Source: an optimization exercise on an open RTL-to-GDS flow (aim: small area, a short achievable clock period and few clock cycles per item). Production flows keep margins and buffers that such runs may drop.
In this exercise RTL edits were held to simulation tests only and were not proved equivalent to the original.
Power and IR drop assume default switching activity.

### design/flow/design.v
module bcmseq #(
    parameter [15:0] BASE_LOOP_TICKS = 16'd8,
    parameter [15:0] CALL_OVERHEAD   = 16'd2,
    parameter [15:0] FIRST_INTERVAL  = 16'd100
) (
    input  wire        clk,
    input  wire        rst,
    input  wire        cmd_valid,
    input  wire [51:0] cmd,
    output wire        cmd_ready,
    output reg         rsp_valid,
    output wire [7:0]  rsp,
    input  wire [1:0]  rot,
    output wire        hm_en,
    output wire        hm_we,
    output reg  [10:0] hm_addr,
    output wire [7:0]  hm_wdata,
    input  wire [7:0]  hm_rdata,
    output wire        sm_en,
    output wire [10:0] sm_addr,
    input  wire [7:0]  sm_rdata,
    output reg         tmr_load,
    output wire [15:0] tmr_period,
    output reg         tmr_stop,
    input  wire        tmr_expire,
    output reg         p_blank,
    output reg         p_lat,
    output reg         p_clk,
    output reg  [3:0]  p_addr,
    output reg  [5:0]  p_data
);
    localparam [3:0] OP_BEGIN    = 4'h1,
                     OP_STOP     = 4'h2,
                     OP_SETPIXEL = 4'h3,
                     OP_SWAPREQ  = 4'h4,
                     OP_RDSTAT   = 4'h5,
                     OP_COPYFWD  = 4'h6,
                     OP_BUFRD    = 4'h7,
                     OP_BUFWR    = 4'h8;
    localparam [15:0] BC2  = BASE_LOOP_TICKS + {CALL_OVERHEAD[14:0], 1'b0};
    localparam [15:0] DUR0 = BC2 - CALL_OVERHEAD;
    localparam [15:0] DUR1 = {BC2[14:0], 1'b0} - CALL_OVERHEAD;
    localparam [15:0] DUR2 = {BC2[13:0], 2'b0} - CALL_OVERHEAD;
    localparam [15:0] DUR3 = {BC2[12:0], 3'b0} - CALL_OVERHEAD;
    reg        active;
    reg        pending;      
    reg        swapreq;
    reg        back;         
    reg [1:0]  plane;        
    reg [2:0]  row;
    reg        st_fill, st_rd, st_cp, st_wr, st_stop;
    reg        is_px, is_cp;
    reg [1:0]  k;            
    reg        bot;
    reg [2:0]  p1, p2, p3;   
    reg        r0, g0, b0;   
    reg [7:0]  d;            
    reg        run;          
    reg        go;           
    reg        sh;           
    reg        m3;           
    reg        fz;           
    reg [4:0]  c;            
    reg [1:0]  ph;
    reg [1:0]  t0, t32;      
    wire h_idle = ~(st_fill | st_rd | st_cp | st_wr | st_stop);
    assign cmd_ready = h_idle & ~fz;
    wire        accept = cmd_valid & cmd_ready;
    wire [3:0]  op     = cmd[51:48];
    wire [15:0] cx     = cmd[47:32];
    wire [15:0] cy     = cmd[31:16];
    wire [15:0] cc     = cmd[15:0];
    wire op_begin = (op == OP_BEGIN);
    wire op_stop  = (op == OP_STOP);
    wire op_px    = (op == OP_SETPIXEL);
    wire op_swap  = (op == OP_SWAPREQ);
    wire op_stat  = (op == OP_RDSTAT);
    wire op_copy  = (op == OP_COPYFWD);
    wire op_bufrd = (op == OP_BUFRD);
    wire op_bufwr = (op == OP_BUFWR);
    wire in_range = rot[0] ? (~|cx[15:4] & ~|cy[15:5])
                           : (~|cx[15:5] & ~|cy[15:4]);
    reg [4:0] rx;
    reg [3:0] ry;
    always @(*) begin
        case (rot)
            2'd0:    begin rx = cx[4:0];  ry = cy[3:0];  end
            2'd1:    begin rx = ~cy[4:0]; ry = cx[3:0];  end
            2'd2:    begin rx = ~cx[4:0]; ry = ~cy[3:0]; end
            default: begin rx = cy[4:0];  ry = ~cx[3:0]; end
        endcase
    end
    wire [4:0] r3 = {1'b0, ry[2:0], 1'b0} + {2'b0, ry[2:0]};    
    wire [9:0] off      = hm_addr[9:0];
    wire       off_last = (off == 10'd767);
    reg [7:0] mg;
    always @(*) begin
        mg = hm_rdata;
        if (is_px) begin
            case (k)
                2'd0: if (!bot) mg[4:2] = p1;
                      else begin mg[7:5] = p1; mg[1:0] = {b0, g0}; end
                2'd1: if (!bot) begin mg[4:2] = p2; mg[0] = b0; end
                      else begin mg[7:5] = p2; mg[1] = r0; end
                default: if (!bot) begin mg[4:2] = p3; mg[1:0] = {g0, r0}; end
                      else mg[7:5] = p3;
            endcase
        end
    end
    assign hm_en    = st_fill | st_rd | st_wr;
    assign hm_we    = st_fill | st_wr;
    assign hm_wdata = d;
    assign rsp      = d;
    wire wr_done   = is_cp ? off_last : (~is_px | (k == 2'd2));
    wire fill_done = st_fill & off_last & (hm_addr[10] ^ back);
    wire [1:0] lastph  = (m3 | ((plane == 2'd0) & (c == 5'd0))) ? 2'd2 : 2'd1;
    wire       at_last = (ph == lastph);
    wire       pre     = m3 ? (ph == 2'd1) : (ph == 2'd0);    
    wire       dec     = run & (c == 5'd31) & pre;           
    wire       dpos    = run & (c == 5'd31) & at_last;       
    wire       wrap    = run & (c == 5'd0) & at_last;        
    wire       stop_acc = accept & op_stop;
    wire       take    = (pending | tmr_expire) & active & ~stop_acc & (dec | ~run);
    wire [1:0] band = (plane == 2'd0) ? ph : plane - 2'd1;
    wire [4:0] hi   = {1'b0, row, 1'b0} + {2'b0, row} + {3'b0, band};
    assign sm_addr = {~back, hi, c};
    assign sm_en   = run;
    reg [15:0] dur;
    always @(*) begin
        case (plane)                   
            2'd1:    dur = DUR0;
            2'd2:    dur = DUR1;
            2'd3:    dur = DUR2;
            default: dur = DUR3;
        endcase
    end
    assign tmr_period = active ? dur : FIRST_INTERVAL;
    always @(posedge clk) begin
        if (h_idle) begin
            hm_addr <= {back ^ op_copy, op_px ? {r3, rx} : cx[9:0]};
            d       <= {cc[7:1], cc[0] | (swapreq & op[2])};
            p1      <= {cc[2], cc[8],  cc[13]};
            p2      <= {cc[3], cc[9],  cc[14]};
            p3      <= {cc[4], cc[10], cc[15]};
            r0      <= cc[12];
            g0      <= cc[7];
            b0      <= cc[1];
            bot     <= ry[3];
            k       <= 2'd0;
            is_px   <= op_px;
            is_cp   <= op_copy;
        end else begin
            if ((st_fill & off_last) | ((st_rd | st_wr) & is_cp))
                hm_addr[10] <= ~hm_addr[10];
            if (st_fill)
                hm_addr[9:0] <= off_last ? 10'd0 : off + 10'd1;
            else if (st_wr)
                hm_addr[9:0] <= off + (is_px ? 10'd32 : 10'd1);
            if (st_cp)
                d <= mg;
            if (st_wr)
                k <= k + 2'd1;
        end
        if (rst) begin
            st_fill   <= 1'b0;
            st_rd     <= 1'b0;
            st_cp     <= 1'b0;
            st_wr     <= 1'b0;
            st_stop   <= 1'b0;
            rsp_valid <= 1'b0;
            tmr_stop  <= 1'b0;
        end else begin
            rsp_valid <= (accept & op_stat) | (st_cp & ~is_px & ~is_cp);
            tmr_stop  <= st_stop & ~run;
            if (accept) begin
                st_fill <= op_begin;
                st_stop <= op_stop;
                st_rd   <= (op_px & in_range) | op_copy | op_bufrd;
                st_wr   <= op_bufwr;
            end else begin
                if (fill_done)      st_fill <= 1'b0;
                if (st_stop & ~run) st_stop <= 1'b0;
                st_rd <= st_wr & ~wr_done;
                st_cp <= st_rd;
                st_wr <= st_cp & (is_px | is_cp);
            end
        end
        t32 <= sm_rdata[1:0];
        t0  <= t32;
        if (!pre)
            p_data <= (m3 & (ph == 2'd0)) ? {t0, t32, sm_rdata[1:0]} : sm_rdata[7:2];
        if (!run) begin
            c  <= 5'd31;
            ph <= 2'd1;
            m3 <= 1'b0;
            sh <= 1'b0;
        end else begin
            if (at_last) begin
                ph <= 2'd0;
                c  <= c + 5'd1;
            end else begin
                ph <= ph + 2'd1;
            end
            if (wrap) begin
                m3 <= (plane == 2'd0);
                sh <= 1'b1;
            end
        end
        if (take)
            go <= 1'b1;
        else if (dec)
            go <= 1'b0;
        pending <= (pending | tmr_expire) & ~take & ~(accept & op_begin);
        if (dpos & go) begin
            plane <= plane + 2'd1;
            if (plane == 2'd3) begin
                row <= row + 3'd1;
                if (row == 3'd7 && swapreq) begin
                    back    <= ~back;
                    swapreq <= 1'b0;
                end
            end
        end
        if (accept & op_swap)
            swapreq <= 1'b1;
        if (fill_done) begin
            plane   <= 2'd3;
            row     <= 3'd7;
            swapreq <= 1'b0;
            back    <= 1'b0;
        end
        if (rst) begin
            run      <= 1'b0;
            fz       <= 1'b0;
            active   <= 1'b0;
            p_blank  <= 1'b1;
            p_lat    <= 1'b0;
            p_clk    <= 1'b0;
            p_addr   <= 4'd0;
            tmr_load <= 1'b0;
        end else begin
            if (take)
                run <= 1'b1;
            else if (wrap & ~go)
                run <= 1'b0;
            if (take)
                fz <= 1'b1;
            else if (p_lat)
                fz <= 1'b0;
            if (fill_done)
                active <= 1'b1;
            else if (stop_acc)
                active <= 1'b0;
            if (dec | take)
                p_blank <= 1'b1;
            else if (p_lat)
                p_blank <= 1'b0;
            p_lat    <= wrap & go;
            tmr_load <= (wrap & go) | (accept & op_begin);
            p_clk    <= run & sh & pre;
            if (fill_done)
                p_addr <= 4'd0;
            else if (dpos & sh)
                p_addr <= {1'b0, row};
        end
    end
endmodule
### design/flow/run.sh
#!/bin/bash
# synth_recipe.tcl (not shown) runs the flow's synth.tcl, then flattens the netlist and writes it again
# the make line also repeats each setting of config.mk as NAME=value (left out here)
make -C /OpenROAD-flow-scripts/flow DESIGN_CONFIG=/design/flow/config.mk WORK_HOME=/design/flow/orfs CLKGATE_MAP_FILE= SYNTH_SCRIPT=/design/flow/synth_recipe.tcl finish
### design/flow/config.mk
export PLATFORM = sky130hd
export DESIGN_NAME = bcmseq
export DESIGN_NICKNAME = bcmseq
export VERILOG_FILES = /design/flow/design.v
export SDC_FILE = /design/flow/constraint.sdc
export NUM_CORES = 4
export LEC_CHECK = 0
export CAP_MARGIN = 20
export CORE_MARGIN = 2
export CORE_UTILIZATION = 40
export SLEW_MARGIN = 20
### design/flow/constraint.sdc
create_clock -name core_clock -period 6.0 [get_ports {clk}]
set_input_delay 1.2000 -clock core_clock [delete_from_list [all_inputs] [get_ports {clk}]]
set_output_delay 1.2000 -clock core_clock [all_outputs]
set_load 0.01 [all_outputs]
==> run summary <==
-- per-layer routing --
metal / global-route usage (%) / vias up / share of wire [%]
met1: 24.9 / 1924 / 45
met4: 3.82 / 0 / 0.96
met2: 31.9 / 119 / 48
met5: 0 / - / 0
met3: 4.87 / 14 / 6.1
li1: - / 1984 / -
-- registers in the layout, indices dropped and copies added (netlist names), 3 cells and up --
name	count
c	5
row	3
p3	3
p_data	6
hm_addr	11
p1	3
d	8
p_addr	3
p2	3
-- logic make-up (layout without fill, tap and decap cells) --
family          Yosys count  in the layout
other cells               1             11
simple gates            152            152
mux                      32             32
compound gates          107            107
buf+inv                  69            183
flops                    81             81
fa+ha+maj                29             29
xor+xnor                 24             24
-- layout make-up --
class / instances / area [µm²] / area share (%)
Multi-Input combinational cell: 355 / 2450 / 38.0
Inverter: 31 / 116 / 1.80
Sequential cell: 81 / 2020 / 31.3
Clock inverter: 4 / 46.3 / 0.717
Timing Repair Buffer: 136 / 1360 / 21.1
Clock buffer: 12 / 278 / 4.30
Tap cell: 143 / 179 / 2.77
-- worst max path at each step --
stage | startpoint | end | slack, ps
after floorplan | plane[0]$_SDFFE_PP1P_ | sm_addr[8] | 2520
after global placement | plane[0]$_SDFFE_PP1P_ | sm_addr[8] | 1980
after detailed placement | plane[0]$_SDFFE_PP1P_ | sm_addr[8] | 1930
after CTS | plane[0]$_SDFFE_PP1P_ | sm_addr[8] | 1560
after global routing | plane[0]$_SDFFE_PP1P_ | sm_addr[8] | 1430
final | plane[0]$_SDFFE_PP1P_ | sm_addr[8] | 1620
-- per-stage QoR --
step	power (mW)	hold WS (ps)	util, %
after floorplan	0.874	327	-
after global placement	1.03	333	53.2
after detailed placement	1.04	334	53.2
after CTS	1.64	349	56.1
after global routing	1.70	352	56.1
final	1.62	346	56.1
-- synth_stat cells, types with 6 or more instances --
cell | instances | area, µm²
nand2_1 | 49 | 184
dfxtp_1 | 41 | 821
edfxtp_1 | 40 | 1200
nor2_1 | 33 | 124
a21oi_1 | 30 | 150
inv_1 | 29 | 109
o21ai_0 | 28 | 140
ha_1 | 26 | 325
mux2i_1 | 23 | 230
buf_4 | 20 | 150
nand3_1 | 20 | 100
xnor2_1 | 18 | 158
clkbuf_1 | 14 | 52.6
mux2_2 | 9 | 101
nand2b_1 | 7 | 43.8
a22o_1 | 6 | 52.6
or3_1 | 6 | 37.5
xor2_1 | 6 | 52.6
-- where the power goes --
group / switching [mW] / internal [mW]
sequential: 0.0417 / 0.627
clock: 0.219 / 0.369
combinational: 0.165 / 0.198
==> impl_metrics.toml <==
[status]
status = "timing/DRC/antenna clean"

[cts]
clockBufferDepth = 2
cts.reportedPaths.clkPinSlew_ps = 60
cts_resized = 0
cts_tree = "built"
cts_inserted_buffers = 9
clock_latency_ps = 330
clockRootBuffer = "clkbuf_16"
clock_sinks = 81
post_cts_buffers = 0
cts_max_level = 3
cts_hold_buf = 0

[drt]
vias = 4041
antenna_left = 0
drtIter0Drc = 247
routed_wl_mm = 12.1
remaining_drc_errors = 0
first_pass_iters = 4
viasPerCell = 5.30
wl_per_cell_um = 15.8

[yosys]
synth-async-reset-ratio_pct = 0
synth_xor_area_share_pct = 4.40
ys.flop_type = "dfxtp_1"
synthAdderAreaFrac_pct = 8.06
yosysUniqueCellTypes = 65
synth.avg_cell_area_um2 = 9.65
synth-simple-area-share_pct = 16.1
synth_compound_area_share_pct = 15.0
synth_edf_count = 40
synth.cell_area_um2 = 4780
synth_top_family_by_area = "simple AND/OR/NAND/NOR gates"
synth_seq_area_share_pct = 42.3
postSynthCellCount = 495
yosys_warnings = 1
synth.mux.area_fraction_pct = 6.94
ys_ff_latch = 81

[cells_and_area]
layout_common_cells = "clkdlybuf4s50_1, nand2_1, dfxtp_1"
fillers = 1067
area_growth_pct = 35.1
final_common_cell = "clkdlybuf4s50_1"
drive_gt1_share_pct = 5.65
final_cell_area_um2 = 6450
nNetsFinal = 717
stdcell_count = 762
diodes = 0

[floorplan]
core_um2 = 11500
io-pin-count = 148
start_util_pct = 41.5
die_w_um = 113
die_height_um = 113
dieArea_um2 = 12800
num_rows = 39

[setup_path]
r2r_setup_slack_ps = 2980
r2r_end = "d[0]$_DFFE_PP_"
crit_family = "adder cells"
reg2reg_from = "st_fill$_SDFFE_PP0P_"
crit_buf_inv = 3
critPathKind = "reg -> out"
cp_slowest_cell = "clkdlybuf4s50_1"
slowest_delay_ps = 550
cp_num_cells = 9
cp_cell_sequence = "inv_1, ha_1, mux2i_1, fa_1, inv_1, ha_1, fa_1, xor2_1, clkdlybuf4s50_1"
endpoint_kind = "primary output"
cp_max_fo = 8
start_kind = "flip-flop"
ff2ff_path_depth = 6
worstPathRequired_ps = 4800
cp.arrival_ps = 3180

[grt]
antenna_found_initial = 0
overflow = 0
grt_pass1_wl_mm = 19.6
track_usage_pct = 19.0
grt_max_degree = 29
grt_pass1_vias = 3964

[sta]
fmax_ghz = 0.229
post-route-period-util_pct = 72.9
max_slew_margin_pct = 55.5
rsz0062_at_grt = "false"
fin_skew_ps = 7.44
tns_ps = 0
final_max_slew_viol_count = 0
setup_viol = 0
tightest_slew_ps = 667
period_minus_slack_ps = 4380
finalHoldViolations = 0
worst_slack_ps = 1620

[hold_path]
hp-start = "t32[0]$_DFF_P_"
hold_end = "t0[0]$_DFF_P_"
hp-class = "reg -> reg"
hold_path_depth = 0

[place]
place_congestion = 0.832
portBuffers = 135
place_hpwl_mm = 9.10
dpl_cell_area_um2 = 6130
dp.cells = 746
pre_cts_ws_ps = 1930

[power]
power.density_nw_per_um2 = 251
ir_drop_v = 0.000140
p_leak_nw = 2.59

[job]
cap_violations = 0
Testbench counts, summed over its fixed seeds: cycles 55,512, ticks 768.

re-timing with driven ports:
Ports are ideal in the flow. The routed layout listed here was re-timed in OpenROAD.
Step 1: set_driving_cell puts a clkbuf_16 on clk and a buf_2 on each other input, an assumption about the parent block.
Step 2 adds t to the input delays and takes it off the output delays; t is the mean of the earliest and latest rising clock arrival at the registers after step 1. Input paths then give back, and output paths get back, about the clock's delay inside the block.
Three values: no drivers, after step 1, after step 2; two values: the first two.
shift t [ns]: 0.363
setup WS [ns]: 1.624 / 1.587 / 1.950
cell pins on the clock port's net: 1
After both steps setup and hold are still met in this run. The setup slack of this run moves by -0.037 ns with the drivers and by +0.326 ns with both steps.
